Background: an optimization exercise with open tools, aiming at small area. Do not read the settings as production practice.
The RTL was checked by simulation tests, not by an equivalence proof against the original design.
Power and IR drop assume default switching activity.

## spi_unit
module spi_unit #(
    parameter integer CLKFREQ = 80000000
) (
    input  wire        clk,
    input  wire        rst,          
    input  wire        mb_we,
    input  wire [31:0] mb_wdata,
    output wire [31:0] mb_rdata,
    output wire        sclk,
    output reg         mosi,
    input  wire        miso,
    output wire        mem_we,
    output wire [14:0] mem_addr,
    output wire [7:0]  mem_wdata
);
    localparam [31:0] BUSY = 32'hFFFF_FFFD;
    localparam [26:0] ACC0 = 27'd67108864 - (CLKFREQ / 2);
    reg [31:0] mbn;          
    reg        cpol;
    reg        cpha;
    reg        bitorder;     
    reg [30:0] freq;
    reg        s_wop;        
    reg        s_shift;      
    reg        s_store;      
    reg        s_done;       
    reg [1:0]  kd;           
    reg [4:0]  pos;          
    reg [4:0]  rem;          
    reg        phase;        
    reg [26:0] z;            
    wire [31:0] mb   = ~mbn;
    wire        busy = s_shift | s_store | s_done;
    wire        s_cmd = ~(s_wop | busy);
    assign mb_rdata  = busy ? BUSY : mb;
    assign sclk      = cpol ^ phase;
    assign mem_we    = s_store;
    assign mem_addr  = mb[14:0];
    assign mem_wdata = mb[31:24];
    wire       fn_ok  = (mb[7:4] == 4'd0) & (~mb[3] | (mb[2:0] == 3'd0));    
    wire [3:0] fn     = mb[3:0];
  ...
For scale: roughly 760 cells after synthesis, about 94 I/O pins.
clock: 10.0 ns
lec_check: 0
cap_margin: 20
core_margin: 2
core_utilization: 40
slew_margin: 20
standard.sh (not shown) runs the stock make flow with config.mk's settings and CLKGATE_MAP_FILE= SYNTH_SCRIPT=/design/flow/synth_recipe.tcl, a recipe that flattens the netlist after the stock synthesis.
==> flow/flow/run.sh <==
#!/bin/bash
# Own layout flow: the standard flow, with three changes.
#  1. After the standard synthesis, the combinational logic is mapped again
#     by ABC with an area-oriented script (flow/resyn.abc). Flip-flops, adder
#     cells and tie cells stay exactly as the standard synthesis made them.
#  2. The port buffers use the smallest buffer cell.
#  3. The clock tree uses clkbuf_8 and no dummy loads.
# Each tool writes its full output to a log file in this folder.
set -euo pipefail
here=$(pwd)
res=$here/orfs/results/${FLOW_PLATFORM}/spi_unit/base
lib=$FLOW_HOME/platforms/${FLOW_PLATFORM}/lib/sky130_fd_sc_hd__tt_025C_1v80.lib
yosys=${YOSYS_EXE:-$FLOW_HOME/../tools/install/yosys/bin/yosys}
knobs=(
  BUFFER_PORTS_ARGS="-buffer_cell sky130_fd_sc_hd__buf_1"
  CTS_ARGS="-sink_clustering_enable -repair_clock_nets -buf_list sky130_fd_sc_hd__clkbuf_8 -dont_use_dummy_load"
)

# 1. standard synthesis
bash standard.sh "${knobs[@]}" "$res/1_2_yosys.v" > synth_flow.log 2>&1

# 2. remap the combinational logic
python3 flow/cellfunc.py "$lib" cellfunc_map.v > cellfunc.log 2>&1
cp "$res/1_2_yosys.v" standard_1_2_yosys.v
cat > resyn.ys <<EOT
read_liberty -lib $lib
read_verilog standard_1_2_yosys.v
hierarchy -check -top $FLOW_TOP
techmap -map cellfunc_map.v
opt -purge
techmap
opt -fast
abc -liberty $lib -script $here/flow/resyn.abc -dont_use *lpflow* -dont_use *probe*
opt_clean -purge
hilomap -singleton -hicell sky130_fd_sc_hd__conb_1 HI -locell sky130_fd_sc_hd__conb_1 LO
splitnets
opt_clean -purge
stat -liberty $lib
write_verilog -noattr -noexpr -nohex -nodec resyn_1_2_yosys.v
EOT
"$yosys" -s resyn.ys > resyn.log 2>&1
cp resyn_1_2_yosys.v "$res/1_2_yosys.v"

# 3. the rest of the standard flow
bash standard.sh "${knobs[@]}" finish > standard_flow.log 2>&1
==> flow/flow/cellfunc.py <==
#!/usr/bin/env python3
"""Write a Yosys techmap file that turns the platform's single-output
combinational cells back into logic (adders, tie cells and all cells with
state are left alone). usage: cellfunc.py LIB OUT"""
import re, sys
txt = open(sys.argv[1]).read()
out = []
for c in re.split(r'\n\s*cell\s*\(\s*"?', txt)[1:]:
    name = re.match(r'(\w+)', c).group(1)
    if re.search(r'\bff\s*\(|\blatch\s*\(|statetable', c):
        continue
    if re.search(r'__(fa|ha|fah|fahcin|fahcon|conb|tap\w*|decap|fill|diode|probe\w*|lpflow\w*)_', name + '_'):
        continue
    ins, outs = [], []
    for p, body in re.findall(r'\n\s*pin\s*\(\s*"?(\w+)"?\s*\)\s*\{(.*?)\n\s{8}\}', c, re.S):
        d = re.search(r'direction\s*:\s*"?(\w+)', body)
        if not d:
            continue
        if d.group(1) == 'input':
            ins.append(p)
        elif d.group(1) == 'output':
            f = re.search(r'function\s*:\s*"([^"]*)"', body)
            if f:
                outs.append((p, f.group(1)))
    if len(outs) != 1 or not ins:
        continue
    p, f = outs[0]
    f = f.replace('!', '~').replace('*', '&').replace('+', '|')
    f = re.sub(r'(\w|\))\s+(?=[\w(~])', r'\1&', f)
    out.append('module %s(%s);\n%s  output %s;\n  assign %s = %s;\nendmodule\n' % (
        name, ', '.join(ins + [p]), ''.join('  input %s;\n' % i for i in ins), p, p, f))
open(sys.argv[2], 'w').write(''.join(out))
==> flow/flow/resyn.abc <==
strash
balance -l
resub -K 6 -l
rewrite -l
resub -K 6 -N 2 -l
refactor -l
resub -K 8 -l
balance -l
resub -K 8 -N 2 -l
rewrite -l
resub -K 10 -l
rewrite -z -l
resub -K 10 -N 2 -l
balance -l
resub -K 12 -l
refactor -z -l
resub -K 12 -N 2 -l
rewrite -z -l
balance -l
dch -f
amap -m
topo
The first run produced a clean layout.
Next try:
--- a/flow/flow/resyn.abc
+++ b/flow/flow/resyn.abc
@@ -20,3 +20,3 @@
 dch -f
-amap -m
+map -a
 topo
Result: Wire length goes down by 3.1%. Count of clock-buffer cells in the layout stays the same. Synthesized area increases by 1.2%. Global-route usage shrinks by 1.7 points. First-iteration DRC count grows by 21%. Utilization is higher by 0.32 points. Clock skew stays flat. Design area is higher by 1.1%.
Next try:
--- a/flow/flow/run.sh
+++ b/flow/flow/run.sh
@@ -3,4 +3,5 @@
 #  1. After the standard synthesis, the combinational logic is mapped again
-#     by ABC with an area-oriented script (flow/resyn.abc). Flip-flops, adder
-#     cells and tie cells stay exactly as the standard synthesis made them.
+#     by ABC with an area-oriented script (flow/resyn.abc). Flip-flops, full
+#     adder cells and tie cells stay exactly as the standard synthesis made
+#     them; half adders become plain logic again.
 #  2. The port buffers use the smallest buffer cell.
==> flow/flow/cellfunc.py (replaced) <==
#!/usr/bin/env python3
"""Write a Yosys techmap file that turns the platform's combinational cells
back into logic (full adders, tie cells and all cells with state are left
alone). usage: cellfunc.py LIB OUT [KEEP_REGEX]"""
import re, sys
txt = open(sys.argv[1]).read()
out = []
for c in re.split(r'\n\s*cell\s*\(\s*"?', txt)[1:]:
    name = re.match(r'(\w+)', c).group(1)
    if re.search(r'\bff\s*\(|\blatch\s*\(|statetable', c):
        continue
    keep = sys.argv[3] if len(sys.argv) > 3 else r'fa|fah|fahcin|fahcon'
    if re.search(r'__(' + keep + r'|conb|tap\w*|decap|fill|diode|probe\w*|lpflow\w*)_', name + '_'):
        continue
    ins, outs = [], []
    for p, body in re.findall(r'\n\s*pin\s*\(\s*"?(\w+)"?\s*\)\s*\{(.*?)\n\s{8}\}', c, re.S):
        d = re.search(r'direction\s*:\s*"?(\w+)', body)
        if not d:
            continue
        if d.group(1) == 'input':
            ins.append(p)
        elif d.group(1) == 'output':
            f = re.search(r'function\s*:\s*"([^"]*)"', body)
            if f:
                outs.append((p, f.group(1)))
    if not outs or not ins:
        continue
    body = ''
    for p, f in outs:
        f = f.replace('!', '~').replace('*', '&').replace('+', '|')
        f = re.sub(r'(\w|\))\s+(?=[\w(~])', r'\1&', f)
        body += '  output %s;\n  assign %s = %s;\n' % (p, p, f)
    out.append('module %s(%s);\n%s%sendmodule\n' % (
        name, ', '.join(ins + [p for p, _ in outs]), ''.join('  input %s;\n' % i for i in ins), body))
open(sys.argv[2], 'w').write(''.join(out))
--- a/flow/flow/resyn.abc
+++ b/flow/flow/resyn.abc
@@ -20,3 +20,3 @@
 dch -f
-map -a
+amap -m
 topo
After rerunning: Total power went down by 5.8%; die area goes down by 3.1%; sequential power is lower by about 3%; wire length rose by 3.5%; first-iteration DRC count goes up by 31%; hold slack is worse by 0.026 ns; final cell count fell by 3.8%.

-- separate check: timing with driven ports --
The results above use ideal ports. As a check the final layouts listed here were re-extracted and re-timed, cells and wires unchanged.
Step 1: set_driving_cell puts a clkbuf_16 on clk and a buf_2 on each other input, an assumption about the parent block.
Step 2 also shifts input and output timing later by t, the mid clock arrival at the registers, as if the neighbouring blocks saw the same clock.
Three values: no drivers, after step 1, after step 2; two values: the first two.
run	t, ns	setup WS [ns]	worst setup path after step 2
the first run	0.421	0.427 / 0.427 / 0.427	register to register
the second run	0.420	0.596 / 0.596 / 0.596	register to register
the third run	0.421	0.557 / 0.557 / 0.557	register to register
After both steps setup and hold are still met in every run listed.
